From an optimization exercise on the open Yosys and OpenROAD flow, aimed at small area, a short achievable clock period and few clock cycles; shortcuts taken in it are not production practice.
Function was checked by simulation only, so behaviour that the tests miss may differ from the original.
Power and IR drop assume default switching activity.

==> flow/design.v <==
module dlls_core (
    input  wire        clk,
    input  wire        rst,          
    input  wire        cmd_valid,
    output wire        cmd_ready,
    input  wire [31:0] cmd,
    output reg         resp_valid,
    output reg  [31:0] resp
);
    localparam [3:0] ST_OK = 4'h0, ST_ILLEGAL = 4'h1, ST_ECFG = 4'h2,
                     ST_EFULL = 4'h3, ST_EEMPTY = 4'h4, ST_ERANGE = 4'h5,
                     ST_EBADCFG = 4'h6;
    localparam [1:0] OC_NONE = 2'd0, OC_FRAME = 2'd1, OC_INCOMPLETE = 2'd2,
                     OC_DAMAGED = 2'd3;
    localparam F_NOP = 0, F_WR = 1, F_RD = 2, F_COMMIT = 3, F_SRESET = 4,
               F_STUFF = 5, F_ECLR = 6, F_EBYTE = 7, F_ECOMP = 8, F_EVER = 9,
               F_TXB = 10, F_TXE = 11, F_POP = 12, F_FEED = 13, F_EXT = 14,
               F_PRD = 15, F_FLUSH = 16, F_ZH = 17, F_ZM = 18, F_ZL = 19,
               F_RDCRC = 20, F_BIG = 21, NF = 22;
    function [7:0] stepa_byte;
        input [7:0] r;
        input [7:0] b;
        input [7:0] g;
        integer i;
        reg [7:0] x;
        begin
            x = r;
            for (i = 7; i >= 0; i = i - 1)
                x = {x[6:0], 1'b0} ^ ((x[7] ^ b[i]) ? g : 8'h00);
            stepa_byte = x;
        end
    endfunction
    function [7:0] div_x4;
        input [7:0] r;
        input [3:0] en;
        input [8:0] g9;
        integer i;
        reg [8:0] x;
        begin
            x = {1'b0, r};
            for (i = 0; i < 4; i = i + 1)
                if (en[i]) x = {1'b0, ((x[0] ? (x ^ g9) : x) >> 1)};
            div_x4 = x[7:0];
        end
    endfunction
    reg  [1:0]  ctrl;             
    reg  [7:0]  r_start, r_stop, r_esc, r_evenmk, r_oddmk;
    reg  [8:0]  r_gen;
    reg  [3:0]  r_deg;
    reg  [15:0] r_fmax;
    reg         cfg_valid;
    reg  [3:0]  cfg_err;
    reg  [2:0]  k_sh;             
    reg  [7:0]  k_g;              
    reg  [8:0]  k_g9;             
    reg  [7:0]  k_en;             
    reg  [7:0]  eng_a;            
    reg         eng_par;
    reg         tx_inf;
    reg  [15:0] tx_cnt;
    reg  [7:0]  tx_a;             
    reg         tx_par;
    reg  [7:0]  txq [0:15];
    reg  [3:0]  txq_head;
    reg  [3:0]  txq_tail;
    reg  [4:0]  txq_cnt;
    reg  [7:0]  rxbuf [0:31];
    reg  [4:0]  rx_head;
    reg  [4:0]  rx_tail;
    reg  [5:0]  rx_cnt;
    reg         dstate;
    reg  [7:0]  rxpay [0:31];
    reg  [5:0]  rxpay_len;
    reg  [4:0]  pay_off;
    reg  [1:0]  lastout;
    reg  [15:0] resync_cnt;
    reg  [15:0] damaged_cnt;
    wire scheme_crc = ctrl[0];
    wire codepos    = ctrl[1];
    reg  [5:0]  sc_n;
    reg         sc_ds;
    reg         sc_esc;
    reg         sc_stop;
    reg  [5:0]  sc_bn;            
    reg  [5:0]  sc_alen;
    reg  [7:0]  sc_last;
    reg  [7:0]  sc_a;             
    reg         sc_par;
    reg  [4:0]  sc_wb;            
    reg  [4:0]  sc_wp;            
    reg  [5:0]  sc_rsy;           
    reg         pf_v;
    reg  [7:0]  pf_b;
    reg         pf_s, pf_p, pf_e;
    reg         p_v;
    reg         p_dmg;
    reg  [5:0]  p_n;              
    reg  [5:0]  p_len;            
    reg  [4:0]  p_off;
    reg  [5:0]  p_rsy;
    reg         ph;
    reg  [7:0]  tmp;
    function [NF+3:0] pdec;       
        input [31:0] w;
        reg [7:0] o;
        reg [NF-1:0] f;
        reg s, p, e, r;
        begin
            o = w[31:24];
            f = {NF{1'b0}};
            f[F_NOP]    = (o == 8'h00);
            f[F_WR]     = (o == 8'h01);
            f[F_RD]     = (o == 8'h02);
            f[F_COMMIT] = (o == 8'h03);
            f[F_SRESET] = (o == 8'h04);
            f[F_STUFF]  = (o == 8'h10);
            f[F_ECLR]   = (o == 8'h20);
            f[F_EBYTE]  = (o == 8'h21);
            f[F_ECOMP]  = (o == 8'h22);
            f[F_EVER]   = (o == 8'h23);
            f[F_TXB]    = (o == 8'h30);
            f[F_TXE]    = (o == 8'h31);
            f[F_POP]    = (o == 8'h32);
            f[F_FEED]   = (o == 8'h40);
            f[F_EXT]    = (o == 8'h41);
            f[F_PRD]    = (o == 8'h42);
            f[F_FLUSH]  = (o == 8'h43);
            f[F_ZH]     = (w[23:16] == 8'd0);
            f[F_ZM]     = (w[15:8] == 8'd0);
            f[F_ZL]     = (w[7:0] == 8'd0);
            f[F_RDCRC]  = (w[23:16] == 8'h17) || (w[23:16] == 8'h18);
            f[F_BIG]    = (w[15:6] != 10'd0);
            s = (w[7:0] == r_start);
            p = (w[7:0] == r_stop);
            e = (w[7:0] == r_esc);
            r = s || p || e || (!scheme_crc && ((w[7:0] == r_evenmk) || (w[7:0] == r_oddmk)));
            pdec = {r, e, p, s, f};
        end
    endfunction
    reg         c_v;
    reg  [NF-1:0] c_f;
    reg  [23:0] c_d;
    reg         c_s, c_p, c_e, c_res;
    reg         rdy_q;
    assign cmd_ready = rdy_q;
    wire take = cmd_valid && rdy_q;
    wire [NF+3:0] dec_in = pdec(cmd);
    wire [7:0]  a   = c_d[23:16];
    wire [15:0] d16 = c_d[15:0];
    wire [7:0]  b   = c_d[7:0];
    wire z23_8 = c_f[F_ZH] && c_f[F_ZM];
    wire z_all = z23_8 && c_f[F_ZL];
    wire [16:0] lg;
    assign lg[F_NOP]    = c_f[F_NOP]    && z_all;
    assign lg[F_WR]     = c_f[F_WR];
    assign lg[F_RD]     = c_f[F_RD]     && c_f[F_ZM] && c_f[F_ZL];
    assign lg[F_COMMIT] = c_f[F_COMMIT] && z_all;
    assign lg[F_SRESET] = c_f[F_SRESET] && z_all;
    assign lg[F_STUFF]  = c_f[F_STUFF]  && z23_8;
    assign lg[F_ECLR]   = c_f[F_ECLR]   && z_all;
    assign lg[F_EBYTE]  = c_f[F_EBYTE]  && z23_8;
    assign lg[F_ECOMP]  = c_f[F_ECOMP]  && z_all;
    assign lg[F_EVER]   = c_f[F_EVER]   && z23_8;
    assign lg[F_TXB]    = c_f[F_TXB]    && z23_8;
    assign lg[F_TXE]    = c_f[F_TXE]    && z_all;
    assign lg[F_POP]    = c_f[F_POP]    && z_all;
    assign lg[F_FEED]   = c_f[F_FEED]   && z23_8;
    assign lg[F_EXT]    = c_f[F_EXT]    && z_all;
    assign lg[F_PRD]    = c_f[F_PRD]    && c_f[F_ZH];
    assign lg[F_FLUSH]  = c_f[F_FLUSH]  && z_all;
    wire any_f  = |lg;
    wire needs_cfg = lg[F_STUFF] | lg[F_ECLR] | lg[F_EBYTE] | lg[F_ECOMP] |
                     lg[F_EVER] | lg[F_TXB] | lg[F_TXE] | lg[F_FEED] | lg[F_EXT];
    wire x_ill  = c_v && !any_f;
    wire x_ecfg = c_v && needs_cfg && !cfg_valid;
    wire x_wr     = c_v && lg[F_WR];
    wire x_rd     = c_v && lg[F_RD];
    wire x_commit = c_v && lg[F_COMMIT];
    wire x_sreset = c_v && lg[F_SRESET];
    wire x_stuff  = c_v && lg[F_STUFF] && cfg_valid;
    wire x_eclr   = c_v && lg[F_ECLR]  && cfg_valid;
    wire x_ebyte  = c_v && lg[F_EBYTE] && cfg_valid;
    wire x_ecomp  = c_v && lg[F_ECOMP] && cfg_valid;
    wire x_ever   = c_v && lg[F_EVER]  && cfg_valid;
    wire x_txb    = c_v && lg[F_TXB]   && cfg_valid;
    wire x_txe    = c_v && lg[F_TXE]   && cfg_valid;
    wire x_pop    = c_v && lg[F_POP];
    wire x_feed   = c_v && lg[F_FEED]  && cfg_valid;
    wire x_ext    = c_v && lg[F_EXT]   && cfg_valid;
    wire x_prd    = c_v && lg[F_PRD];
    wire x_flush  = c_v && lg[F_FLUSH];
    wire caught    = (sc_n == rx_cnt);
    wire rx_full   = rx_cnt[5];
    wire x_feed_ok = x_feed && !rx_full;
    wire ext_stall = x_ext && !p_v && !caught;
    wire        is_txb    = c_f[F_TXB];
    wire        tx_stall  = x_txb && scheme_crc && tx_cl && !ph;
    wire        rd_stall  = x_rd && c_f[F_RDCRC] && !ph;
    wire        cm_stall  = x_commit && !ph;
    wire        stall     = ext_stall || tx_stall || rd_stall || cm_stall;
    wire [7:0]  crc_out   = stepa_byte(c_f[F_EBYTE] ? eng_a : tx_a, b, k_g);
    wire        b_par     = ^b;
    wire        close     = is_txb ? tx_cl : tx_inf;
    wire        close_p   = is_txb ? (tx_par ^ b_par) : tx_par;
    wire [7:0]  crc_code  = (is_txb ? tmp : tx_a) >> k_sh;
    wire [7:0]  close_code = scheme_crc ? crc_code : (close_p ? r_oddmk : r_evenmk);
    wire        code_esc  = scheme_crc && !codepos &&
                            ((crc_code == r_start) || (crc_code == r_stop) ||
                             (crc_code == r_esc));
    wire        pre0      = is_txb && !tx_inf;           
    wire [3:0]  npre_hot  = {is_txb && pre0 && c_res, is_txb && (pre0 ^ c_res),
                             is_txb && !pre0 && !c_res, !is_txb};
    wire [1:0]  n_pre     = {npre_hot[3] | npre_hot[2], npre_hot[3] | npre_hot[1]};
    wire [2:0]  len_ne    = {1'b0, n_pre} + (close ? 3'd2 : 3'd0);
    wire        len_x     = close && code_esc;           
    wire [2:0]  len_ne1   = len_ne + 3'd1;
    wire [2:0]  tx_len    = len_x ? len_ne1 : len_ne;
    reg  [7:0]  pre_b [0:2];
    always @* begin
        pre_b[0] = pre0 ? r_start : (c_res ? r_esc : b);
        pre_b[1] = (pre0 && c_res) ? r_esc : b;
        pre_b[2] = b;
    end
    wire [7:0]  cl_b0 = codepos ? r_stop : (code_esc ? r_esc : close_code);
    wire [7:0]  cl_b1 = codepos ? close_code : (code_esc ? close_code : r_stop);
    wire [7:0]  cl_b2 = r_stop;
    reg  [7:0]  slot_b [0:5];
    reg  [5:0]  slot_ne;          
    reg  [5:0]  slot_x;           
    integer     k;
    always @* begin
        for (k = 0; k < 6; k = k + 1) begin
            slot_b[k] = 8'h00;
            slot_ne[k] = (npre_hot[3] && (k < 3 || close && k < 5)) ||
                         (npre_hot[2] && (k < 2 || close && k < 4)) ||
                         (npre_hot[1] && (k < 1 || close && k < 3)) ||
                         (npre_hot[0] && (close && k < 2));
            slot_x[k]  = close && (k >= 2) && npre_hot[(k - 2) & 3] && (k <= 5);
        end
        if (npre_hot[0]) begin
            slot_b[0] = cl_b0; slot_b[1] = cl_b1; slot_b[2] = cl_b2;
        end
        if (npre_hot[1]) begin
            slot_b[0] = pre_b[0];
            slot_b[1] = cl_b0; slot_b[2] = cl_b1; slot_b[3] = cl_b2;
        end
        if (npre_hot[2]) begin
            slot_b[0] = pre_b[0]; slot_b[1] = pre_b[1];
            slot_b[2] = cl_b0; slot_b[3] = cl_b1; slot_b[4] = cl_b2;
        end
        if (npre_hot[3]) begin
            slot_b[0] = pre_b[0]; slot_b[1] = pre_b[1]; slot_b[2] = pre_b[2];
            slot_b[3] = cl_b0; slot_b[4] = cl_b1; slot_b[5] = cl_b2;
        end
    end
    wire [6:0]  fge;
    genvar gi;
    generate
        for (gi = 0; gi <= 6; gi = gi + 1) begin : g_fge
            assign fge[gi] = (txq_cnt <= 5'd16 - gi);
        end
    endgenerate
    wire        fits_ne   = close ? (npre_hot[0] & fge[2] | npre_hot[1] & fge[3] |
                                     npre_hot[2] & fge[4] | npre_hot[3] & fge[5])
                                  : (npre_hot[0] | npre_hot[1] & fge[1] |
                                     npre_hot[2] & fge[2] | npre_hot[3] & fge[3]);
    wire        fits_x    = npre_hot[0] & fge[3] | npre_hot[1] & fge[4] |
                            npre_hot[2] & fge[5] | npre_hot[3] & fge[6];
    wire        tx_fits   = len_x ? fits_x : fits_ne;
    wire        go_base   = x_txb && !tx_stall || x_txe;
    wire        tx_go     = go_base && tx_fits;
    wire [15:0] tail_hot  = 16'h0001 << txq_tail;
    reg  [15:0] en_ne, en_x;
    reg  [7:0]  ent_b [0:15];
    integer     ei, er;
    always @* begin
        for (ei = 0; ei < 16; ei = ei + 1) begin
            en_ne[ei] = 1'b0;
            en_x[ei]  = 1'b0;
            ent_b[ei] = 8'h00;
            for (er = 0; er < 6; er = er + 1) begin
                en_ne[ei] = en_ne[ei] | (tail_hot[(ei - er) & 15] & slot_ne[er]);
                en_x[ei]  = en_x[ei]  | (tail_hot[(ei - er) & 15] & slot_x[er]);
                ent_b[ei] = ent_b[ei] | ({8{tail_hot[(ei - er) & 15]}} & slot_b[er]);
            end
        end
    end
    wire [15:0] ent_we = len_x ? ({16{go_base && fits_x}} & (en_ne | en_x))
                               : ({16{go_base && fits_ne}} & en_ne);
    wire [3:0]  tail_ne   = txq_tail + {1'b0, len_ne};
    wire [3:0]  tail_x    = txq_tail + {1'b0, len_ne} + 4'd1;
    wire [4:0]  cnt_ne    = txq_cnt + {2'b00, len_ne};
    wire [4:0]  cnt_x     = txq_cnt + {2'b00, len_ne} + 5'd1;
    wire        tx_cl_nx  = ((tx_cnt + 16'd2) == r_fmax);
    wire        fmax_one  = (r_fmax == 16'd1);
    reg [3:0] first_failed;
    always @* begin
        first_failed = 4'd0;
        if ((r_start == r_stop) || (r_start == r_esc) || (r_stop == r_esc))
            first_failed = 4'd1;
        else if (r_fmax == 16'd0)
            first_failed = 4'd2;
        else if (!scheme_crc) begin
            if (r_evenmk == r_oddmk)
                first_failed = 4'd3;
            else if ((r_evenmk == r_start) || (r_evenmk == r_stop) || (r_evenmk == r_esc) ||
                     (r_oddmk  == r_start) || (r_oddmk  == r_stop) || (r_oddmk  == r_esc))
                first_failed = 4'd4;
        end else begin
            if ((r_deg < 4'd1) || (r_deg > 4'd8))
                first_failed = 4'd5;
            else if (!r_gen[r_deg] || ((r_gen >> (r_deg + 4'd1)) != 9'd0))
                first_failed = 4'd6;
            else if (!r_gen[0])
                first_failed = 4'd7;
        end
    end
    wire [2:0] new_sh = 3'd0 - r_deg[2:0];            
    wire [7:0] new_g  = r_gen[7:0] << new_sh;         
    wire [8:0] new_g9 = r_gen & ~(9'h1FE << r_deg);
    wire [7:0] new_en = ~(8'hFF << r_deg);
    wire [7:0] rd_a    = a[3] ? tx_a : eng_a;         
    wire [7:0] rd_half = div_x4(rd_a >> k_sh, k_en[3:0], k_g9);
    wire [7:0] rd_rem  = div_x4(tmp, k_en[7:4], k_g9);
    reg [15:0] csr_val;
    reg        csr_ok;
    always @* begin
        csr_ok  = 1'b1;
        csr_val = 16'h0000;
        case (a)
            8'h00: csr_val = {14'd0, ctrl};
            8'h01: csr_val = {8'd0, r_start};
            8'h02: csr_val = {8'd0, r_stop};
            8'h03: csr_val = {8'd0, r_esc};
            8'h04: csr_val = {8'd0, r_evenmk};
            8'h05: csr_val = {8'd0, r_oddmk};
            8'h06: csr_val = {7'd0, r_gen};
            8'h07: csr_val = {12'd0, r_deg};
            8'h08: csr_val = r_fmax;
            8'h10: csr_val = {4'd0, cfg_err, 2'd0, lastout, 1'b0, tx_inf, dstate, cfg_valid};
            8'h11: csr_val = {10'd0, rx_cnt};
            8'h12: csr_val = {10'd0, rxpay_len};
            8'h13: csr_val = {11'd0, txq_cnt};
            8'h14: csr_val = tx_cnt;
            8'h15: csr_val = resync_cnt;
            8'h16: csr_val = damaged_cnt;
            8'h17: csr_val = {7'd0, eng_par, rd_rem};
            8'h18: csr_val = {7'd0, tx_par, rd_rem};
            default: csr_ok = 1'b0;
        endcase
    end
    wire       ext_go  = x_ext && !ext_stall;
    wire [5:0] ext_rm  = p_v ? p_n : (sc_ds ? sc_bn : rx_cnt);
    wire [5:0] ext_rsy = p_v ? p_rsy : (sc_ds ? sc_rsy : 6'd0);
    wire       sc_have = caught ? x_feed_ok : (pf_v && cfg_valid);
    wire [7:0] sc_byte = caught ? b : pf_b;
    wire       is_start = caught ? c_s : pf_s;
    wire       is_stop  = caught ? c_p : pf_p;
    wire       is_esc   = caught ? c_e : pf_e;
    wire sc_close = sc_ds && (sc_stop || (!sc_esc && is_stop && !codepos));
    wire sc_datab = sc_ds && !sc_close && (sc_esc || (!is_esc && !is_start && !is_stop));
    wire sc_rsyb  = sc_ds && !sc_close && !sc_esc && !is_esc && is_start;
    wire sc_stopb = sc_ds && !sc_close && !sc_esc && !is_esc && !is_start && is_stop;
    wire sc_escb  = sc_ds && !sc_close && !sc_esc && is_esc;
    wire sc_sync  = !sc_ds && is_start;
    wire [5:0] prot_v   = x_ext ? 6'd0 : rxpay_len;
    wire [5:0] prot_p   = p_v ? p_len : 6'd0;
    wire [6:0] prot_all = {1'b0, prot_v} + {1'b0, prot_p} + {1'b0, sc_alen};
    reg        no_room;
    wire [6:0] prot_room = {1'b0, prot_v} + {1'b0, prot_p} +
                           ((sc_go && (sc_sync || sc_rsyb)) ? 7'd0 : {1'b0, sc_alen});
    wire sc_wr   = sc_datab && !sc_alen[5];          
    wire sc_hold = (sc_close && p_v) || (sc_wr && no_room);
    wire sc_go   = sc_have && !sc_hold;
    wire       alen_nz    = (sc_alen != 6'd0);
    wire [7:0] sc_a_all   = alen_nz ? stepa_byte(sc_a, sc_last, k_g) : sc_a;
    wire       sc_par_all = alen_nz ? (sc_par ^ (^sc_last)) : sc_par;
    wire [7:0] vf_code  = codepos ? sc_byte : sc_last;
    wire [7:0] vf_calc  = scheme_crc ? (sc_a >> k_sh) : (sc_par ? r_oddmk : r_evenmk);
    wire       vf_ok    = (vf_code == vf_calc);
    wire       vf_frame = vf_ok && (codepos || alen_nz);
    wire [4:0] new_wb = p_v ? (p_off + p_len[4:0]) : (pay_off + rxpay_len[4:0]);
    wire       pf_load = !caught && !pf_v;
    wire [7:0] pf_in   = rxbuf[rx_head + sc_n[4:0]];
    wire [7:0] eng_code = scheme_crc ? (eng_a >> k_sh) : (eng_par ? r_oddmk : r_evenmk);
    wire [31:0] w_tx   = tx_fits ? {ST_OK, 4'd0, 5'd0, tx_len, 16'd0} : {ST_EFULL, 28'd0};
    wire [31:0] w_pop  = (txq_cnt == 5'd0) ? {ST_EEMPTY, 28'd0} : {ST_OK, 12'd0, 8'd0, txq[txq_head]};
    wire [31:0] w_prd  = (c_f[F_BIG] || d16[5:0] >= rxpay_len) ? {ST_ERANGE, 28'd0}
                         : {ST_OK, 12'd0, 8'd0, rxpay[pay_off + d16[4:0]]};
    wire [31:0] w_ext  = {ST_OK, 4'd0, 6'd0, (p_v ? (p_dmg ? OC_DAMAGED : OC_FRAME) : OC_INCOMPLETE),
                          10'd0, (p_v ? p_len : 6'd0)};
    wire [31:0] w_rd   = csr_ok ? {ST_OK, 12'd0, csr_val} : {ST_ERANGE, 28'd0};
    wire [31:0] w_stuff = c_res ? {ST_OK, 4'd0, 8'd2, b, r_esc} : {ST_OK, 4'd0, 8'd1, 8'd0, b};
    wire [31:0] resp_n =
          ({32{x_ill}}                     & {ST_ILLEGAL, 28'd0})
        | ({32{x_ecfg}}                    & {ST_ECFG, 28'd0})
        | ({32{x_wr && a > 8'h08}}         & {ST_ERANGE, 28'd0})
        | ({32{x_rd}}                      & w_rd)
        | ({32{x_commit && ff_r != 4'd0}}  & {ST_EBADCFG, 4'd0, 4'd0, ff_r, 16'd0})
        | ({32{x_stuff}}                   & w_stuff)
        | ({32{x_ecomp}}                   & {ST_OK, 12'd0, 8'd0, eng_code})
        | ({32{x_ever}}                    & {ST_OK, 12'd0, 15'd0, (b == eng_code)})
        | ({32{x_txb || x_txe}}            & w_tx)
        | ({32{x_pop}}                     & w_pop)
        | ({32{x_feed && rx_full}}         & {ST_EFULL, 28'd0})
        | ({32{x_ext}}                     & w_ext)
        | ({32{x_prd}}                     & w_prd);
    wire u_one     = (rx_cnt == sc_n + 6'd1);
    wire ext_ok_nx = (caught ? (!x_feed_ok || sc_go) : (u_one && sc_go && !x_feed_ok)) ||
                     (p_v && !x_ext) || (sc_go && sc_close);
    wire tx_cl_pred = tx_cl || (x_txb && tx_cl_nx) ||
                      (fmax_one && (x_txb || x_txe || x_commit));
    reg        rst_r;             
    reg        tx_cl;             
    reg  [3:0] ff_r;              
    wire       arst = rst_r || x_sreset;
    wire       x_cgo = x_commit && ph;       
    wire [5:0] sc_n_rm  = sc_n - ext_rm;
    wire [5:0] sc_n1_rm = sc_n + 6'd1 - ext_rm;
    integer i, r;
    always @(posedge clk) begin
        rst_r <= rst;
        ff_r  <= first_failed;
        rdy_q <= rst || (stall ? !(x_ext && !ext_ok_nx)
                               : !(take && (dec_in[F_COMMIT] || dec_in[F_RD] && dec_in[F_RDCRC] ||
                                            dec_in[F_TXB] && scheme_crc && tx_cl_pred ||
                                            dec_in[F_EXT] && !ext_ok_nx)));
        if (rst) begin
            c_v  <= 1'b0;
        end else if (!stall) begin
            c_v  <= take;
            {c_res, c_e, c_p, c_s, c_f} <= dec_in;
            c_d  <= cmd[23:0];
        end
        resp_valid <= c_v && !stall && !rst;
        resp       <= resp_n;
        no_room <= ((prot_room + {6'd0, sc_go && sc_wr}) >= 7'd32);
        if (arst) begin
            ctrl      <= 2'd0;
            r_start   <= 8'h00;
            r_stop    <= 8'h00;
            r_esc     <= 8'h00;
            r_evenmk  <= 8'h00;
            r_oddmk   <= 8'h00;
            r_gen     <= 9'h000;
            r_deg     <= 4'd0;
            r_fmax    <= 16'd0;
            cfg_valid <= 1'b0;
            cfg_err   <= 4'd0;
            k_sh      <= 3'd0;
            k_g       <= 8'h00;
            k_g9      <= 9'h000;
            k_en      <= 8'h00;
            eng_a     <= 8'h00;
            eng_par   <= 1'b0;
            tx_inf    <= 1'b0;
            tx_cnt    <= 16'd0;
            tx_a      <= 8'h00;
            tx_par    <= 1'b0;
            tx_cl     <= 1'b0;
            txq_head  <= 4'd0;
            txq_tail  <= 4'd0;
            txq_cnt   <= 5'd0;
            rx_head   <= 5'd0;
            rx_tail   <= 5'd0;
            rx_cnt    <= 6'd0;
            dstate    <= 1'b0;
            rxpay_len <= 6'd0;
            pay_off   <= 5'd0;
            lastout   <= OC_NONE;
            resync_cnt  <= 16'd0;
            damaged_cnt <= 16'd0;
            sc_n      <= 6'd0;
            sc_ds     <= 1'b0;
            sc_rsy    <= 6'd0;
            p_v       <= 1'b0;
            pf_v      <= 1'b0;
            ph        <= 1'b0;
        end else begin
            if (stall && !ext_stall) begin
                ph  <= 1'b1;
                tmp <= c_f[F_RD] ? rd_half : crc_out;
            end else begin
                ph  <= 1'b0;
            end
            if (pf_load) begin
                pf_v <= 1'b1;
                pf_b <= pf_in;
                pf_s <= (pf_in == r_start);
                pf_p <= (pf_in == r_stop);
                pf_e <= (pf_in == r_esc);
            end else if (!caught && sc_go) begin
                pf_v <= 1'b0;
            end
            if (sc_go) begin
                if (sc_sync) begin
                    sc_ds   <= 1'b1;
                    sc_esc  <= 1'b0;
                    sc_stop <= 1'b0;
                    sc_alen <= 6'd0;
                    sc_a    <= 8'h00;
                    sc_par  <= 1'b0;
                    sc_wb   <= new_wb;
                    sc_wp   <= new_wb;
                end else if (sc_close) begin
                    p_v    <= 1'b1;
                    p_dmg  <= !vf_frame;
                    p_n    <= sc_n + 6'd1;
                    p_len  <= !vf_frame ? 6'd0 : codepos ? sc_alen : (sc_alen - 6'd1);
                    p_off  <= sc_wb;
                    p_rsy  <= sc_rsy;
                    sc_ds  <= 1'b0;
                    sc_rsy <= 6'd0;
                end else if (sc_escb) begin
                    sc_esc <= 1'b1;
                end else if (sc_rsyb) begin
                    sc_alen <= 6'd0;
                    sc_wp   <= sc_wb;
                    sc_a    <= 8'h00;
                    sc_par  <= 1'b0;
                    sc_rsy  <= sc_rsy + 6'd1;
                end else if (sc_stopb) begin
                    sc_stop <= 1'b1;
                    sc_a    <= sc_a_all;
                    sc_par  <= sc_par_all;
                end else if (sc_datab) begin
                    sc_esc  <= 1'b0;
                    sc_a    <= sc_a_all;
                    sc_par  <= sc_par_all;
                    sc_last <= sc_byte;
                    if (!sc_alen[5]) rxpay[sc_wp] <= sc_byte;
                    sc_alen <= sc_alen + 6'd1;
                    sc_wp   <= sc_wp + 5'd1;
                end
            end
            if (ext_go) begin
                sc_n <= sc_go ? sc_n1_rm : sc_n_rm;
                if (sc_go && (sc_sync || sc_rsyb))
                    sc_bn <= sc_n1_rm;
                else
                    sc_bn <= sc_bn - ext_rm;
                if (!p_v && sc_ds) sc_rsy <= 6'd0;
            end else if (sc_go) begin
                sc_n <= sc_n + 6'd1;
                if (sc_sync || sc_rsyb) sc_bn <= sc_n + 6'd1;
            end
            if (x_wr && a <= 8'h08) begin
                cfg_valid <= 1'b0;
                case (a[3:0])
                    4'h0: ctrl     <= d16[1:0];
                    4'h1: r_start  <= d16[7:0];
                    4'h2: r_stop   <= d16[7:0];
                    4'h3: r_esc    <= d16[7:0];
                    4'h4: r_evenmk <= d16[7:0];
                    4'h5: r_oddmk  <= d16[7:0];
                    4'h6: r_gen    <= d16[8:0];
                    4'h7: r_deg    <= d16[3:0];
                    default: r_fmax <= d16;
                endcase
            end
            if (x_cgo) begin
                cfg_err   <= ff_r;
                cfg_valid <= (ff_r == 4'd0);
                k_sh      <= new_sh;
                k_g       <= new_g;
                k_g9      <= new_g9;
                k_en      <= new_en;
            end
            if (x_cgo || x_eclr) begin
                eng_a   <= 8'h00;
                eng_par <= 1'b0;
            end
            if (x_ebyte) begin
                eng_par <= eng_par ^ b_par;
                if (scheme_crc) eng_a <= crc_out;
            end
            if (tx_go) begin
                txq_cnt  <= len_x ? cnt_x : cnt_ne;
                txq_tail <= len_x ? tail_x : tail_ne;
                if (close) begin
                    tx_inf <= 1'b0;
                    tx_cnt <= 16'd0;
                    tx_a   <= 8'h00;
                    tx_par <= 1'b0;
                    tx_cl  <= fmax_one;
                end else if (is_txb) begin
                    tx_inf <= 1'b1;
                    tx_cnt <= tx_cnt + 16'd1;
                    tx_par <= tx_par ^ b_par;
                    tx_cl  <= tx_cl_nx;
                    if (scheme_crc) tx_a <= crc_out;
                end
            end
            if (x_pop && txq_cnt != 5'd0) begin
                txq_head <= txq_head + 4'd1;
                txq_cnt  <= txq_cnt - 5'd1;
            end
            if (x_cgo) begin
                tx_inf   <= 1'b0;
                tx_cnt   <= 16'd0;
                tx_a     <= 8'h00;
                tx_par   <= 1'b0;
                tx_cl    <= fmax_one;
                txq_cnt  <= 5'd0;
                txq_tail <= txq_head;
            end
            for (i = 0; i < 16; i = i + 1)
                if (ent_we[i]) txq[i] <= ent_b[i];
            if (x_feed_ok) begin
                rxbuf[rx_tail] <= b;
                rx_tail <= rx_tail + 5'd1;
                rx_cnt  <= rx_cnt + 6'd1;
            end
            if (ext_go) begin
                rx_head    <= rx_head + ext_rm[4:0];
                rx_cnt     <= rx_cnt - ext_rm;
                resync_cnt <= resync_cnt + {10'd0, ext_rsy};
                if (p_v) begin
                    p_v     <= 1'b0;
                    dstate  <= 1'b0;
                    pay_off <= p_off;
                    rxpay_len <= p_len;
                    if (!p_dmg) begin
                        lastout <= OC_FRAME;
                    end else begin
                        lastout     <= OC_DAMAGED;
                        damaged_cnt <= damaged_cnt + 16'd1;
                    end
                end else begin
                    dstate    <= sc_ds;
                    rxpay_len <= 6'd0;
                    pay_off   <= sc_wb;
                    lastout   <= OC_INCOMPLETE;
                end
            end
            if (x_cgo || x_flush) begin
                rx_cnt    <= 6'd0;
                rx_tail   <= rx_head;
                dstate    <= 1'b0;
                rxpay_len <= 6'd0;
                lastout   <= OC_NONE;
                sc_n      <= 6'd0;
                sc_ds     <= 1'b0;
                sc_rsy    <= 6'd0;
                p_v       <= 1'b0;
                pf_v      <= 1'b0;
            end
            if (x_cgo) begin
                resync_cnt  <= 16'd0;
                damaged_cnt <= 16'd0;
            end
        end
    end
endmodule
==> flow/flow/run.sh <==
#!/bin/bash
# Layout flow: the standard layout (standard.sh, unchanged synthesis and
# steps), except that buffer_ports puts sky130_fd_sc_hd__buf_4 on every input
# and output port instead of the cell it picks by default (a slow delay
# buffer).  All tool output goes to standard.log in this folder; ORFS keeps
# its per-step logs under orfs/logs.
set -euo pipefail
export BUFFER_PORTS_ARGS="-buffer_cell sky130_fd_sc_hd__buf_4"
bash standard.sh > standard.log 2>&1
==> flow/standard.sh <==
#!/bin/bash
# synth_recipe.tcl (not shown) runs the flow's synth.tcl, then flattens the netlist and writes it again
# the make line also repeats each setting of config.mk as NAME=value (left out here)
make -C /OpenROAD-flow-scripts/flow DESIGN_CONFIG=/design/flow/config.mk WORK_HOME=/design/flow/orfs CLKGATE_MAP_FILE= SYNTH_SCRIPT=/design/flow/synth_recipe.tcl "${@:-finish}"
==> flow/config.mk <==
export PLATFORM = sky130hd
export DESIGN_NAME = dlls_core
export DESIGN_NICKNAME = dlls_core
export VERILOG_FILES = /design/flow/design.v
export SDC_FILE = /design/flow/constraint.sdc
export NUM_CORES = 4
export LEC_CHECK = 0
export CAP_MARGIN = 20
export CORE_MARGIN = 2
export CORE_UTILIZATION = 40
export CTS_BUF_LIST = sky130_fd_sc_hd__clkbuf_16
export CTS_CLUSTER_DIAMETER = 80
export CTS_CLUSTER_SIZE = 30
export SLEW_MARGIN = 20
==> flow/constraint.sdc <==
create_clock -name core_clock -period 25.0 [get_ports {clk}]
set_input_delay 5.0000 -clock core_clock [delete_from_list [all_inputs] [get_ports {clk}]]
set_output_delay 5.0000 -clock core_clock [all_outputs]
set_load 0.01 [all_outputs]
==> reports/results.txt, run 1 <==
The run finished with no timing, DRC or antenna violations. In this run the mean area of a mapped cell was 10.29 um2. The flop-to-flop setup slack was 18,790 ps; the number of warnings reported in the yosys synthesis log was 5.

After detailed routing, the number of remaining DRC violations is 0. Leaving out filler cells and counting taps, the final layout contains 7,812. Max-slew violation total from the final report: 0. In the final timing run, aggregate negative setup slack is 0 ps. The run gives 25,600 ps as the data required time of the worst path.

For this run, the total global-route usage over all layers was measured as 27.39%. After the last flow step, the layout net total stands at 5,878. The arithmetic-cell share of the synthesized area counting full adders, half adders and majority gates is 2.660%. The minimum period implied by the final worst setup slack was 6311 ps; the number of global-route vias before repair was 46,455.

For this design the ratio of total power to cell area is 49.62 nW/um2. The initial antenna violation count was 9; the number of synthesized flops with an enable pin was 774. For the buffer levels on the longest clock path, the log shows 3. The starting DRC count in detailed routing is 7,164, and the part of the Yosys area used for sequential elements is 46.49%. In this run the cell area of the synthesized design comes to 61,150 um2.

The hold violation count in the final report is 0, and the XOR/XNOR share of the synthesized area is 7.293%. The count of filler cells inserted in the layout is 14,270, and the combined flip-flop and latch cell area is 28,430 um2. For the placement row count, the log shows 143. Once placement completed, the tool counted placed cells totaling 7,685.

Class of the most critical setup path: in2reg. Static timing analysis puts the maximum clock frequency at 158.4 MHz. The slowest stage of the critical path is the sky130_fd_sc_hd__nor3b_2 cell. In this run the worst path has a maximum fanout of 2. The average detailed-routed wire length per instance was 28.24 um. Counting flops with an async set or reset pin after synthesis yields a share of 0%.

The worst slew slack as a fraction of its limit is 15.93%, and the count of pins on the block boundary is 69. Entering global routing, the biggest net connects 65 pins. After synthesis, the share of cell area in mux cells is 10.46%. The weighted congestion at the end of routability-driven global placement was 0.9843; the via count normalized by instance count was 6.392. Summing the areas of all and, or, nand and nor instances in the mapped netlist gives 13.25% of the synthesized area. Once the clock tree was built, the setup fixing pass inserted 0 buffers.

The die footprint came out at 156,000 um2. The run gives 5,943 as the number of cells produced by synthesis. The post-synthesis to final-layout area growth was 8.101%. Between clock sinks in the finished design, the worst skew comes to 52.30 ps.

Transition time at the pin with the least slew margin: 1260 ps. The core region is 151,900 um2. By area, the combinational part of the netlist is dominated by compound AO/OA/AOI/OAI gates. The total of buffers placed on input and output ports was 58. Setup repair after global routing left no endpoint under its margin. Summed over all cells, the static leakage comes to 21.95 nW.

The signal on the critical path passes through buf_4, or3_1, nor3b_2, a221oi_1, o32ai_1, nand2b_1. For this configuration, the core starts out at a cell density of 40.25%. The most used flip-flop cell after synthesis is sky130_fd_sc_hd__edfxtp_1. Width of the chip: 395.0 um.

The worst setup path is launched from a primary input. Clock tree synthesis found a total of 1,033 sinks. The largest vdd supply drop is 0.00005706 V.

The number of detailed-route iterations in the first pass was 12. The tools report the clock insertion delay at the later pin of the skew report as 720 ps. The longest individual stage delay on the worst path is 780 ps, and the post-cts resize count is 0. TritonCTS built the clock tree. TritonCTS created 67 clock buffers. After layout, the worst path uses 25.25% of the clock period. The synthesized netlist devotes 15.76% of its cell area to compound gates. The run gives 30,530 um2 as the area of the multi-input gates. The tree is rooted in a sky130_fd_sc_hd__clkbuf_16. The logs give 0 for the number of nets with antenna violations after detailed routing and 63,580 um2 for the instance area after placement. For the total of endpoints with negative setup slack in the final report, the log shows 0.

Max-cap violations in this run came to 0. The overflow left after global routing was 0; the share of final-layout standard cells stronger than drive strength 1 was 11.60%. After synthesis, the netlist uses 110 different library cells.

The CTS clock-pin slew for the worst setup and hold paths is 100 ps, and the first-pass GRT wire length is 321,700 um. The HPWL after detailed placement is 146,900 um. The via count of the routed design was 49,931; the flip-flop and latch count after synthesis was 1,033. In this run the vertical extent of the chip is 395.0 um. The number of hold buffers added after CTS was 0; the data arrival at the endpoint of the critical path was 6910 ps. Once layout is done, the placed cells without fillers occupy 66,100 um2. The path class of the tightest hold or removal check is reg2reg. The H-tree was split into 3 levels.

Wires add up to 220,600 um. STA classifies the critical path endpoint as a register.
## where the power goes
group	internal [mW]	total [mW]	switching, mW
Sequential	1.84	1.85	0.00909
Clock	0.568	1.28	0.717
Combinational	0.0447	0.148	0.104
## cells in the final DEF, fill, tap and decap left out, drive strengths merged, types with 87 or more instances in the layout
master and n:
o21ai 233, nand2 597, ha 98, a22oi 99
nand3 151, mux2i 181, buf 224, dfxtp 259
o22ai 164, a211oi 87, xnor2 280, a21oi 363
mux4 184, inv 140, xor2 211, nor2 633
edfxtp 774, nor3 125
## state kept, by name, indices dropped and copies added (netlist names), 9 cells and up
register and count:
c_d 24, c_f 22, damaged_cnt 16, r_fmax 16, r_gen 9, resp 22, resync_cnt 16, rxbuf 256
rxpay 256, tx_cnt 16, txq 128
## critical path, delay by kind of cell
| kind | cells | cell delay [ps] |
|---|---|---|
| simple gates | 3 | 1270 |
| compound gates | 2 | 520 |
| buf+inv | 1 | 110 |
## final timing paths
path | start | endpoint | cells past startpoint
worst max-delay path | cmd[21] | rdy_q | 6
worst min-delay path | ff_r[0] | cfg_err[0] | 2
worst max register to register | rx_cnt[1] | no_room | 23
worst min register to register | ff_r[0] | cfg_err[0] | 2
## final cells by class
cell class / instances / area share [%]
diodes: 5 / 0.01893
clock buffers: 68 / 2.574
clock inverters: 53 / 1.160
inverters: 114 / 0.6473
multi-input cells: 4284 / 46.19
flip-flops and latches: 1033 / 43.01
well taps: 2030 / 3.842
repair buffers: 225 / 2.555
## per-layer routing
layer,vias to the layer above,routed length (um),track usage [%]
met4,4,10790,11.31
met2,3078,97860,42.22
met1,24515,88480,37.46
li1,21753,-,-
met5,-,26,0
met3,581,23450,5.722
## metrics by stage
stage	hold WS (ps)	total power, mW	worst slack [ps]	utilization (%)
2_1_floorplan	435.7	1.969	17450	-
3_3_place_gp	453.8	2.029	18000	41.85
3_5_place_dp	459.6	2.031	18010	41.86
4_1_cts	472.8	3.296	18720	43.48
5_1_grt	492.4	3.364	18460	43.51
6_report	471.0	3.280	18690	43.52
## synth_stat cells, types with 86 or more instances
| master | count | share of area [%] |
|---|---|---|
| sky130_fd_sc_hd__o22ai_1 | 163 | 1.7 |
| sky130_fd_sc_hd__clkbuf_1 | 416 | 2.6 |
| sky130_fd_sc_hd__dfxtp_1 | 259 | 8.5 |
| sky130_fd_sc_hd__inv_1 | 106 | 0.65 |
| sky130_fd_sc_hd__xnor2_1 | 275 | 3.9 |
| sky130_fd_sc_hd__nand2_1 | 596 | 3.7 |
| sky130_fd_sc_hd__a21oi_1 | 362 | 3.0 |
| sky130_fd_sc_hd__xor2_1 | 210 | 3.0 |
| sky130_fd_sc_hd__edfxtp_1 | 774 | 38 |
| sky130_fd_sc_hd__mux2i_1 | 178 | 2.9 |
| sky130_fd_sc_hd__mux4_2 | 184 | 6.8 |
| sky130_fd_sc_hd__a211oi_1 | 86 | 1.1 |
| sky130_fd_sc_hd__nor2_1 | 632 | 3.9 |
| sky130_fd_sc_hd__o21ai_0 | 220 | 1.8 |
| sky130_fd_sc_hd__ha_1 | 98 | 2.0 |
| sky130_fd_sc_hd__nand3_1 | 150 | 1.2 |
| sky130_fd_sc_hd__a22oi_1 | 99 | 1.2 |
| sky130_fd_sc_hd__nor3_1 | 123 | 1.0 |
## logic make-up after synthesis
logic type               count (synthesis)
AO/OA/AOI/OAI                         1441
XOR/XNOR                               495
adder cells (fa/ha/maj)                118
buffers and inverters                  635
flip-flops                            1033
multiplexers                           400
other                                    1
AND/OR/NAND/NOR                       1820
Testbench counts, summed over its fixed seeds: cycles 34,779.
==> inputs of run 2 (changes only) <==
--- a/flow/design.v
+++ b/flow/design.v
@@ -100,2 +100,6 @@
     reg  [5:0]  p_rsy;
+    reg         dc_v;
+    reg  [7:0]  dc_code;
+    reg         dc_esc;
+    reg  [3:0]  dc_pos;
     reg         ph;
@@ -191,3 +195,3 @@
     wire x_flush  = c_v && lg[F_FLUSH];
-    wire caught    = (sc_n == rx_cnt);
+    reg  caught;                  
     wire rx_full   = rx_cnt[5];
@@ -199,3 +203,4 @@
     wire        cm_stall  = x_commit && !ph;
-    wire        stall     = ext_stall || tx_stall || rd_stall || cm_stall;
+    wire        dc_stall  = dc_v && (x_txb || x_txe);
+    wire        stall     = ext_stall || tx_stall || rd_stall || cm_stall || dc_stall;
     wire [7:0]  crc_out   = stepa_byte(c_f[F_EBYTE] ? eng_a : tx_a, b, k_g);
@@ -226,31 +231,11 @@
     wire [7:0]  cl_b2 = r_stop;
-    reg  [7:0]  slot_b [0:5];
-    reg  [5:0]  slot_ne;          
-    reg  [5:0]  slot_x;           
-    integer     k;
-    always @* begin
-        for (k = 0; k < 6; k = k + 1) begin
-            slot_b[k] = 8'h00;
-            slot_ne[k] = (npre_hot[3] && (k < 3 || close && k < 5)) ||
-                         (npre_hot[2] && (k < 2 || close && k < 4)) ||
-                         (npre_hot[1] && (k < 1 || close && k < 3)) ||
-                         (npre_hot[0] && (close && k < 2));
-            slot_x[k]  = close && (k >= 2) && npre_hot[(k - 2) & 3] && (k <= 5);
-        end
-        if (npre_hot[0]) begin
-            slot_b[0] = cl_b0; slot_b[1] = cl_b1; slot_b[2] = cl_b2;
-        end
-        if (npre_hot[1]) begin
-            slot_b[0] = pre_b[0];
-            slot_b[1] = cl_b0; slot_b[2] = cl_b1; slot_b[3] = cl_b2;
-        end
-        if (npre_hot[2]) begin
-            slot_b[0] = pre_b[0]; slot_b[1] = pre_b[1];
-            slot_b[2] = cl_b0; slot_b[3] = cl_b1; slot_b[4] = cl_b2;
-        end
-        if (npre_hot[3]) begin
-            slot_b[0] = pre_b[0]; slot_b[1] = pre_b[1]; slot_b[2] = pre_b[2];
-            slot_b[3] = cl_b0; slot_b[4] = cl_b1; slot_b[5] = cl_b2;
-        end
-    end
+    wire [7:0]  dcl_b0 = codepos ? r_stop : (dc_esc ? r_esc : dc_code);
+    wire [7:0]  dcl_b1 = codepos ? dc_code : (dc_esc ? dc_code : r_stop);
+    wire [7:0]  slot_b0 = dc_v ? dcl_b0 : (is_txb ? pre_b[0] : cl_b0);
+    wire [7:0]  slot_b1 = dc_v ? dcl_b1 : (is_txb ? pre_b[1] : cl_b1);
+    wire [7:0]  slot_b2 = (dc_v || !is_txb) ? r_stop : b;
+    wire [2:0]  slot_ne = dc_v   ? 3'b011 :
+                          is_txb ? {npre_hot[3], npre_hot[3] | npre_hot[2], 1'b1} :
+                                   {1'b0, close, close};
+    wire        slot_x2 = dc_v ? (dc_esc && !codepos) : (!is_txb && len_x);
     wire [6:0]  fge;
@@ -269,22 +254,19 @@
     wire        tx_fits   = len_x ? fits_x : fits_ne;
-    wire        go_base   = x_txb && !tx_stall || x_txe;
+    wire        go_base   = x_txb && !tx_stall && !dc_v || x_txe && !dc_v;
     wire        tx_go     = go_base && tx_fits;
-    wire [15:0] tail_hot  = 16'h0001 << txq_tail;
+    wire [15:0] base_hot  = 16'h0001 << (dc_v ? dc_pos : txq_tail);
     reg  [15:0] en_ne, en_x;
     reg  [7:0]  ent_b [0:15];
-    integer     ei, er;
+    integer     ei;
     always @* begin
         for (ei = 0; ei < 16; ei = ei + 1) begin
-            en_ne[ei] = 1'b0;
-            en_x[ei]  = 1'b0;
-            ent_b[ei] = 8'h00;
-            for (er = 0; er < 6; er = er + 1) begin
-                en_ne[ei] = en_ne[ei] | (tail_hot[(ei - er) & 15] & slot_ne[er]);
-                en_x[ei]  = en_x[ei]  | (tail_hot[(ei - er) & 15] & slot_x[er]);
-                ent_b[ei] = ent_b[ei] | ({8{tail_hot[(ei - er) & 15]}} & slot_b[er]);
-            end
+            en_ne[ei] = (base_hot[ei] & slot_ne[0]) | (base_hot[(ei - 1) & 15] & slot_ne[1]) |
+                        (base_hot[(ei - 2) & 15] & slot_ne[2]);
+            en_x[ei]  = base_hot[(ei - 2) & 15];
+            ent_b[ei] = ({8{base_hot[ei]}} & slot_b0) | ({8{base_hot[(ei - 1) & 15]}} & slot_b1) |
+                        ({8{base_hot[(ei - 2) & 15]}} & slot_b2);
         end
     end
-    wire [15:0] ent_we = len_x ? ({16{go_base && fits_x}} & (en_ne | en_x))
-                               : ({16{go_base && fits_ne}} & en_ne);
+    wire        we_any = dc_v || go_base && (len_x ? fits_x : fits_ne);
+    wire [15:0] ent_we = {16{we_any}} & (en_ne | ({16{slot_x2}} & en_x));
     wire [3:0]  tail_ne   = txq_tail + {1'b0, len_ne};
@@ -369,4 +351,6 @@
     reg        no_room;
-    wire [6:0] prot_room = {1'b0, prot_v} + {1'b0, prot_p} +
-                           ((sc_go && (sc_sync || sc_rsyb)) ? 7'd0 : {1'b0, sc_alen});
+    wire [6:0] prot_vp = {1'b0, prot_v} + {1'b0, prot_p};
+    wire       nr_a    = (prot_all >= 7'd31);
+    wire       nr_b    = (prot_all >= 7'd32);
+    wire       nr_c    = (prot_vp >= 7'd32);
     wire sc_wr   = sc_datab && !sc_alen[5];          
@@ -426,2 +410,3 @@
                                             dec_in[F_TXB] && scheme_crc && tx_cl_pred ||
+                                            (dec_in[F_TXB] || dec_in[F_TXE]) && x_txb && close ||
                                             dec_in[F_EXT] && !ext_ok_nx)));
@@ -436,3 +421,3 @@
         resp       <= resp_n;
-        no_room <= ((prot_room + {6'd0, sc_go && sc_wr}) >= 7'd32);
+        no_room <= (sc_go && (sc_sync || sc_rsyb)) ? nr_c : (sc_go && sc_wr) ? nr_a : nr_b;
         if (arst) begin
@@ -473,2 +458,3 @@
             sc_n      <= 6'd0;
+            caught    <= 1'b1;
             sc_ds     <= 1'b0;
@@ -478,2 +464,3 @@
             ph        <= 1'b0;
+            dc_v      <= 1'b0;
         end else begin
@@ -535,2 +522,6 @@
             end
+            if (caught)
+                caught <= !(x_feed_ok && !sc_go);
+            else
+                caught <= u_one && sc_go && !x_feed_ok;
             if (ext_go) begin
@@ -576,2 +567,9 @@
             end
+            dc_v <= 1'b0;
+            if (tx_go && is_txb && close) begin
+                dc_v    <= 1'b1;
+                dc_code <= close_code;
+                dc_esc  <= code_esc;
+                dc_pos  <= txq_tail + {2'b00, n_pre};
+            end
             if (tx_go) begin
@@ -642,2 +640,3 @@
                 sc_n      <= 6'd0;
+            caught    <= 1'b1;
                 sc_ds     <= 1'b0;
==> run 2 against run 1 <==
  * Fmax is 1.8% higher
  * Register-to-register slack gained 90 ps
  * Critical path depth decreased by 5
  * Critical path type is now reg2out
==> reports/results.txt, run 2 <==
Routability-driven placement finished with a final weighted congestion of 1.048. Class of the most critical setup path: reg2out. The netlist uses 93 different library cells.

The run gives 7,050 as the filler-free cell count of the finished design. Before CTS, the worst setup slack after placement is 18,280 ps. The part of the Yosys area used for sequential elements was 49.82%; the via count normalized by instance count was 6.119. The run gives 135,300 um as the HPWL after detailed placement.

The longest individual stage delay on the worst path is 360 ps. For the initial antenna violation count, the log shows 10. For the global routing usage summed across all routing layers, the log shows 25.65%.

The logs give 462.4 ps for the minimum hold slack and 768.6 uW for the net switching power. For the final wirelength, the log shows 193,000 um. Data arrives at the worst endpoint at 1200 ps. Ranked by total cell area, the synthesized netlist is headed by sky130_fd_sc_hd__edfxtp_1 (41%), sky130_fd_sc_hd__dfxtp_1 (9.0%), sky130_fd_sc_hd__mux4_2 (7.2%). The worst setup path is captured at a primary output. The run gives 18,800 ps as the post-route worst setup slack. The aggregate negative setup slack came out at 0 ps. The design draws 3.151 mW. The tools report the post-layout net count as 5,251. The most common cell after layout, fill and taps aside is sky130_fd_sc_hd__edfxtp_1. The die covers 147,900 um2. The leading register cell type out of synthesis was sky130_fd_sc_hd__edfxtp_1. The tightest min-delay check is of the reg2reg type. In this run, synthesis produced a sequential element count of 1,048. The cell sitting at the root of the clock tree is a sky130_fd_sc_hd__clkbuf_16.

The cell with the most instances after synthesis was sky130_fd_sc_hd__edfxtp_1. The run gives 1,048 as the CTS sink count. The part of the total power dissipated in sequential elements was 59.5%. The first global-routing pass estimated 282,400 um of wire.

The commonest cells after synthesis are sky130_fd_sc_hd__edfxtp_1 (787), sky130_fd_sc_hd__nand2_1 (586), sky130_fd_sc_hd__nor2_1 (522). The number of placed instances, taps included, is 6,940. Measured against its own limit, the worst slew margin works out to 20.83%. The worst-path cell with the longest stage delay was sky130_fd_sc_hd__dfxtp_1. Cell internal power was estimated by the tool at 2.383 mW. Dividing total power by cell area gives a power density of 50.58 nW/um2. The switching power share of the total is 24.39%, and the number of buffers inserted by post-CTS setup repair is 0. After layout, the worst path uses 24.79% of the clock period. The run gives 18,880 ps as the flop-to-flop setup slack. TritonCTS built the clock tree. For the via count of the routed design, the log shows 43,142. Walking the worst path, the cells encountered are buf_4. The logs give 5,263 for the number of cells produced by synthesis and 43.37% for the core utilization of the finished layout. The critical-path maximum fanout was 3. The flow ran to the end and the layout has no timing, DRC or antenna violations.

The largest registers in the layout are rxbuf (256), rxpay (256), txq (128). The width of the chip came out at 384.6 um. After detailed placement, the total cell area comes to 60,210 um2. Counting along the longest clock path gives a buffer depth of 3. Counting the fill cells in the layout gives 13,465.

Static timing analysis puts the maximum clock frequency at 161.4 MHz. In the final layout, the share of cells above drive strength 1 is 11.12%. The share of total power dissipated in the clock network is 36.4%.

Setup repair after global routing left no endpoint under its margin. The cell depth of the worst hold path was 2. The hold violation count in the final report was 0. The tools report the clock insertion delay at the later pin of the skew report as 720 ps. In this run the standard cell core region covers 143,700 um2. The number of buffers and inverters on the critical path was 1; the static leakage was 20.62 nW. Critical path startpoint category: a register.

The H-tree generated during clock tree synthesis spans 2 levels. The area growth from synthesis to layout is 7.551%. The instance count on the critical path works out to 1. For the number of hold buffers added after CTS, the log shows 0. Summed over its instances, the top area cell type makes up 40.80% of the synthesized netlist area. The initial utilization of the core area, before any placement, comes to 40.32%.

IR analysis of the VDD net gives a maximum drop of 0.00005798 V. The number of synthesized flops with an enable pin works out to 787. For this run, asynchronously set or reset flops after synthesis account for 0%.

The logs give 0 for the number of max-cap violations and 0 for the post-cts resize count. The finished cells cover 62,300 um2. Clock-pin slew was measured on the worst setup and hold paths at 100 ps. The die height works out to 384.6 um. The tools report the pin count of the biggest net entering global routing as 88.

The floorplan has 139 rows. The count of cells along the worst register-to-register path is 13. The max-slew violation total from the final report was 0; the total clock buffers created by CTS was 56.

The number of global-route vias before repair was 41,060. The clock period could shrink to 6197 ps. The maximum clock skew at final layout is 44.15 ps, and the starting DRC count in detailed routing is 5,522.

sky130_fd_sc_hd__edfxtp_1 takes more of the synthesized area than any other cell. The total overflow left after global routing is 0. In the routed design, unresolved DRC markers number 0. For the worst setup path, the data required time is 20,000 ps.

Each instance of the synthesized netlist takes up on average 11.01 um2. The transition time at the pin with the least slew margin is 1178 ps. In the layout the commonest cells are sky130_fd_sc_hd__edfxtp_1 (787), sky130_fd_sc_hd__nand2_1 (585), sky130_fd_sc_hd__nor2_1 (519), sky130_fd_sc_hd__a21oi_1 (267), sky130_fd_sc_hd__xnor2_1 (265).

In this run the cell area of the synthesized design comes to 57,930 um2. The total of buffers placed on input and output ports was 58. The logs give 69 for the count of pins on the block boundary and 4 for the number of warnings reported in the yosys synthesis log. Combinational cells account for 4.1% of the total power. Setup violations remaining at the end of the flow were counted as 0. Dividing the detail-routed wire length by the instance count gives 27.37 um. In this run the remaining antenna-violating nets after routing total 0. The number of detailed-route iterations in the first pass was 19. In this design, the largest share of critical-path delay is due to flip-flops.
-- run 2: cell types whose count changed after synthesis, moves of 20 or more --
cell | before | now
sky130_fd_sc_hd__o22ai_1 | 163 | 47
sky130_fd_sc_hd__clkbuf_1 | 416 | 306
sky130_fd_sc_hd__nor2_1 | 632 | 522
sky130_fd_sc_hd__a21oi_1 | 362 | 267
sky130_fd_sc_hd__o221ai_1 | 36 | 110
sky130_fd_sc_hd__o21ai_0 | 220 | 161
sky130_fd_sc_hd__nand3_1 | 150 | 97
sky130_fd_sc_hd__nor3_1 | 123 | 75
sky130_fd_sc_hd__o211ai_1 | 68 | 22
sky130_fd_sc_hd__a22oi_1 | 99 | 54
sky130_fd_sc_hd__a222oi_1 | 50 | 30
-- run 2: cell families after synthesis --
family	Yosys count	share of synthesized area, %
flip-flops	1048	49.82
AND/OR/NAND/NOR	1596	12.28
adder cells (fa/ha/maj)	121	2.821
AO/OA/AOI/OAI	1057	12.49
other	1	0.006474
multiplexers	415	11.29
buffers and inverters	530	3.566
XOR/XNOR	495	7.724
-- run 2: cell type report --
class / count / area, um2 / share of cell area, %
inverter: 119 / 446.7 / 0.7170
clock buffer: 58 / 1451 / 2.330
clock inverter: 47 / 621.8 / 0.9981
timing repair buffer: 176 / 1321 / 2.121
antenna: 5 / 12.51 / 0.02008
multi-input combinational: 3694 / 27200 / 43.67
tap: 1903 / 2381 / 3.822
sequential: 1048 / 28860 / 46.33
-- run 2: per-layer routing --
layer	global-route usage (%)	vias to the layer above	wire, um
li1	-	19173	-
met3	4.960	434	17410
met4	12.51	10	10990
met5	0.1300	-	65
met2	39.44	2130	85910
met1	34.71	21395	78600
-- run 2: worst paths after layout --
path,startpoint,to
hold / removal,k_sh[1],k_sh[1]
setup / recovery,rdy_q,cmd_ready
setup reg to reg,c_f[10],tx_a[3]
hold reg to reg,k_sh[1],k_sh[1]
-- run 2: power by group through the flow --
| stage | Clock, mW | Sequential (mW) | Combinational, mW |
|---|---|---|---|
| final | 1.15 | 1.87 | 0.131 |
| after detailed placement | 0 | 1.91 | 0.128 |
| after global placement | 0 | 1.91 | 0.127 |
| after global routing | 1.22 | 1.87 | 0.137 |
| after CTS | 1.17 | 1.87 | 0.129 |
| after floorplan | 0 | 1.91 | 0.0768 |
Testbench counts of run 2, summed over its fixed seeds: cycles 34,779.
==> inputs of run 3 (changes only) <==
--- a/flow/design.v
+++ b/flow/design.v
@@ -629,3 +629,3 @@
                     rxpay_len <= 6'd0;
-                    pay_off   <= sc_wb;
+                    if (sc_ds) pay_off <= sc_wb;
                     lastout   <= OC_INCOMPLETE;
--- a/flow/config.mk
+++ b/flow/config.mk
@@ -12,3 +12,3 @@
 export CTS_CLUSTER_DIAMETER = 80
-export CTS_CLUSTER_SIZE = 30
+export CTS_CLUSTER_SIZE = 24
 export SLEW_MARGIN = 20
==> run 3 against run 2 <==
  * Still clean on timing, DRC and antenna
  * Design area increased by 0.45%
  * Power increased by 2.0%
  * Synthesized cell count rose by 0.19%
  * Setup slack improved by 12 ps
  * Die area grew 0.26%
  * Non-clock buffer count grew 10
  * Largest cell class unchanged
  * Largest power group unchanged
==> reports/results.txt, run 3 <==
The flow ran to the end and the layout has no timing, DRC or antenna violations. The number of buffers and inverters on the critical path came out at 1. Filler-free cell count of the finished design: 7,083. Counting every sink on the clock net gives 1,048.

Classification of the worst-slack hold path: reg2reg. After detailed routing, the total wire length is 194,400 um. The post-synthesis instance area is 58,080 um2. The count of nets left with antenna violations once routing finished came out at 0. The width of the chip works out to 385.1 um.

The area inside the core boundary is 143,800 um2, and the max-slew violation total from the final report is 0. Synthesis instantiated 105 different standard cells from the library. The worst-case IR drop observed on VDD is 0.00004313 V.

At the later pin of the worst-skew pair, clock insertion delay measures 720 ps. For this design the total switching power over the nets is 764.8 uW. Measured against its own limit, the worst slew margin works out to 18.09%.

In the final timing run, aggregate negative setup slack is 0 ps. The tools report the critical path startpoint category as a register. Buffers inserted to repair hold after CTS numbered 0. The critical path is of the reg2out type. The average instance in the mapped netlist occupies 11.01 um2. In this run, synthesis inferred 787 flip-flops with an integrated enable.

The tools report the capturing element type of the critical path as a primary output. The most common cell in the synthesized netlist is sky130_fd_sc_hd__edfxtp_1. The number of warnings reported in the yosys synthesis log was 4; the initial antenna violation count was 13. From bottom edge to top edge, the die measures 385.1 um.

Row generation in the floorplan step produced 139 rows. The logs give 25.85% for the global routing usage summed across all routing layers and 28,860 um2 for the combined flip-flop and latch cell area. Synthesis handed over a netlist of 5,273 instances.

The number of max-cap violations was 0; the hold violation count in the final report was 0. The longest individual stage delay on the worst path is 350 ps, and the number of buffers inserted by post-CTS setup repair is 0. The proportion of register bits with asynchronous set or reset after synthesis came out at 0%. The depth of the CTS H-tree came out at 3. The HPWL after detailed placement is 133,700 um. Summing all placed instances gives a cell area of 60,360 um2. The final critical path takes up 24.74% of the cycle. Gates resized during post-CTS repair numbered 0.

The flip-flop and latch count after synthesis works out to 1,048. Registers are responsible for 58.2% of the overall power. Broken down by cell family, the worst path's largest delay share belongs to flip-flops. TritonCTS built the clock tree. The clock network is responsible for 37.6% of the overall power. The maximum clock skew at final layout is 44.88 ps. The share of final-layout standard cells stronger than drive strength 1 was 11.32%; the met2 track utilization from global routing was 37.82%. Die footprint: 148,300 um2. Static leakage: 21.06 nW. The critical-path maximum fanout came out at 2. The buffer type at the clock tree root was sky130_fd_sc_hd__clkbuf_16. The average detailed-routed wire length per instance was 27.45 um; the number of global-route vias before repair was 41,159. The via count normalized by instance count was 6.168.

By area the synthesized netlist is led by sky130_fd_sc_hd__edfxtp_1 (41%), sky130_fd_sc_hd__dfxtp_1 (9.0%), sky130_fd_sc_hd__mux4_2 (7.2%). The run gives 6 as the number of detailed-route iterations in the first pass. The largest registers in the layout are rxbuf (256), rxpay (256), txq (128).

The logs give 5,283 for the post-layout net count and 27,340 um2 for the area of the multi-input gates. The logs give 6,962 for the count of placed standard cells including taps and 2.449 mW for the internal power consumption. The worst path in the final design needs a cycle of 6185 ps, including I/O delays and setup.

The layout has 13,340 filler cells. Global routing used 6.329% of the available met3 tracks. The routed layout has 43,690 vias. After the first detailed-routing iteration, the DRC count stood at 6,091. The initial utilization of the core area, before any placement, comes to 40.38%. In the synthesized netlist, the cells that appear most often are sky130_fd_sc_hd__edfxtp_1 (787), sky130_fd_sc_hd__nand2_1 (658), sky130_fd_sc_hd__nor2_1 (510).

The clock passes through at most 3 buffers. Counting the buffers created by CTS gives 66. In the synthesized netlist the dominant register cell turns out to be sky130_fd_sc_hd__edfxtp_1. After clock tree synthesis, the clock-pin slew on the worst setup and hold paths is 100 ps.

Entering global routing, the biggest net connects 65 pins. For met1 alone, demand over resource in global routing was 36.51%. Sequential elements use 49.69% of the synthesized area. The logs give 4.2% for the combinational share of power and 488.0 ps for the minimum hold slack. In the layout the commonest cells are sky130_fd_sc_hd__edfxtp_1 (787), sky130_fd_sc_hd__nand2_1 (657), sky130_fd_sc_hd__nor2_1 (506), sky130_fd_sc_hd__a21oi_1 (272), sky130_fd_sc_hd__xnor2_1 (267). Dividing total power by cell area gives a power density of 51.36 nW/um2. Overflow left after global routing: 0. For the worst setup path, the data required time is 20,000 ps. The switching power share of the total came out at 23.79%. 69 I/O pins were placed.

The weighted congestion at the end of routability-driven global placement was 1.004. For the first-pass GRT wire length, the log shows 283,300 um. For the pin with the worst max-slew slack, the measured transition is 1194 ps. Once layout is done, the placed cells without fillers occupy 62,580 um2.

The library cell used most frequently in the layout, excluding fill and tap cells, is sky130_fd_sc_hd__edfxtp_1. At the worst endpoint, the arrival time is 1190 ps. On the critical path, the stage with the largest delay is an instance of sky130_fd_sc_hd__dfxtp_1. The routing layer with the top usage in global route is met2.

The logs give 161.7 MHz for the fmax and 43.51% for the core utilization of the finished layout. Of all cell types, the one taking the most synthesized area is sky130_fd_sc_hd__edfxtp_1. From synthesis to final layout, the design area changed by 7.751%. Total of buffers placed on input and output ports: 58. Setup repair after global routing left no endpoint under its margin. Setup violations remaining at the end of the flow were counted as 0. Summed over its instances, the top area cell type makes up 40.69% of the synthesized netlist area. Remaining design rule violation count: 0. The signal on the critical path passes through buf_4.
==> run 3: path summary, 6_finish.rpt <==
path / end / from / slack (ps) / cells after the start
max: cmd_ready / rdy_q / 18820 / 1
min reg2reg: p_off[4] / sc_wb[4] / 490 / 0
min: p_off[4] / sc_wb[4] / 490 / 0
max reg2reg: rxpay[1][2] / caught / 19070 / 10
==> run 3: logic make-up (layout without fill, tap and decap cells) <==
group / count (synthesis) / in the layout / share of synthesized area (%)
AOI/OAI and AO/OA: 1048 / 1048 / 12.48
xor gates and xnor gates: 495 / 495 / 7.779
adders and majority gates: 121 / 121 / 2.814
buffers and inverters: 515 / 409 / 3.514
DFF: 1048 / 1048 / 49.69
muxes: 426 / 426 / 11.49
other: 1 / 14 / 0.006457
and+or+nand+nor: 1619 / 1619 / 12.23
==> run 3: power by group through the flow <==
| stage | Clock [mW] | Sequential (mW) | Combinational, mW |
|---|---|---|---|
| after floorplan | 0 | 1.91 | 0.0797 |
| after global placement | 0 | 1.91 | 0.132 |
| after detailed placement | 0 | 1.91 | 0.133 |
| after CTS | 1.23 | 1.87 | 0.133 |
| after global routing | 1.29 | 1.87 | 0.142 |
| final | 1.21 | 1.87 | 0.135 |
==> run 3: cell type report <==
type,instances,area share (%)
antenna,4,0.01599
clock buffer,68,2.719
clock inverter,49,0.7937
inverter,106,0.6358
multi-input combinational,3719,43.68
sequential,1048,46.12
tap,1903,3.805
timing repair buffer,186,2.231
==> run 3: per-stage QoR <==
stage / power [mW] / setup slack, ps
floorplan: 1.989 / 17430
global placement: 2.043 / 18410
detailed placement: 2.044 / 18380
CTS: 3.230 / 18760
global route: 3.299 / 18730
finish: 3.214 / 18820
==> run 3: per-layer routing <==
| metal | share of wire [%] | routed length (um) | up-vias |
|---|---|---|---|
| met5 | 0.035 | 69 | - |
| met4 | 4.6 | 8888 | 12 |
| met3 | 10 | 20080 | 450 |
| met2 | 43 | 83560 | 2319 |
| met1 | 42 | 81810 | 21676 |
| li1 | - | - | 19233 |
Testbench counts of run 3, summed over its fixed seeds: cycles 34,779.

[re-timing with driven ports]
Ports are ideal in the flow. The routed layouts listed here were re-timed in OpenROAD.
Step 1 (the two cells are an assumption about what drives the block):
set clk [get_ports {clk}]
set_driving_cell -lib_cell sky130_fd_sc_hd__clkbuf_16 $clk
set_driving_cell -lib_cell sky130_fd_sc_hd__buf_2 [delete_from_list [all_inputs] $clk]
Step 2 moves the port delays by t, midway between the first and last clock arrival at a register: inputs arrive t later, outputs are due t later. That takes back most of the time a late clock gives input paths.
a / b / c = ideal ports / drivers / drivers and shift; a / b = the first two.
| run | t (ns) | setup WS [ns] | latest minus earliest clock arrival (ns) | slew at the worst register clock pin (ns) |
|---|---|---|---|---|
| run 1 | 0.771 | 18.689 / 18.687 / 17.973 | 0.058 / 0.058 | 0.12 / 0.12 |
| run 2 | 0.776 | 18.803 / 18.729 / 18.220 | 0.045 / 0.044 | 0.12 / 0.12 |
| run 3 | 0.778 | 18.815 / 18.735 / 18.430 | 0.046 / 0.046 | 0.10 / 0.10 |
After both steps every run listed still meets setup and hold. The setup slack of run 1, which loses most, moves by -0.002 ns with the drivers and by -0.716 ns with both steps.
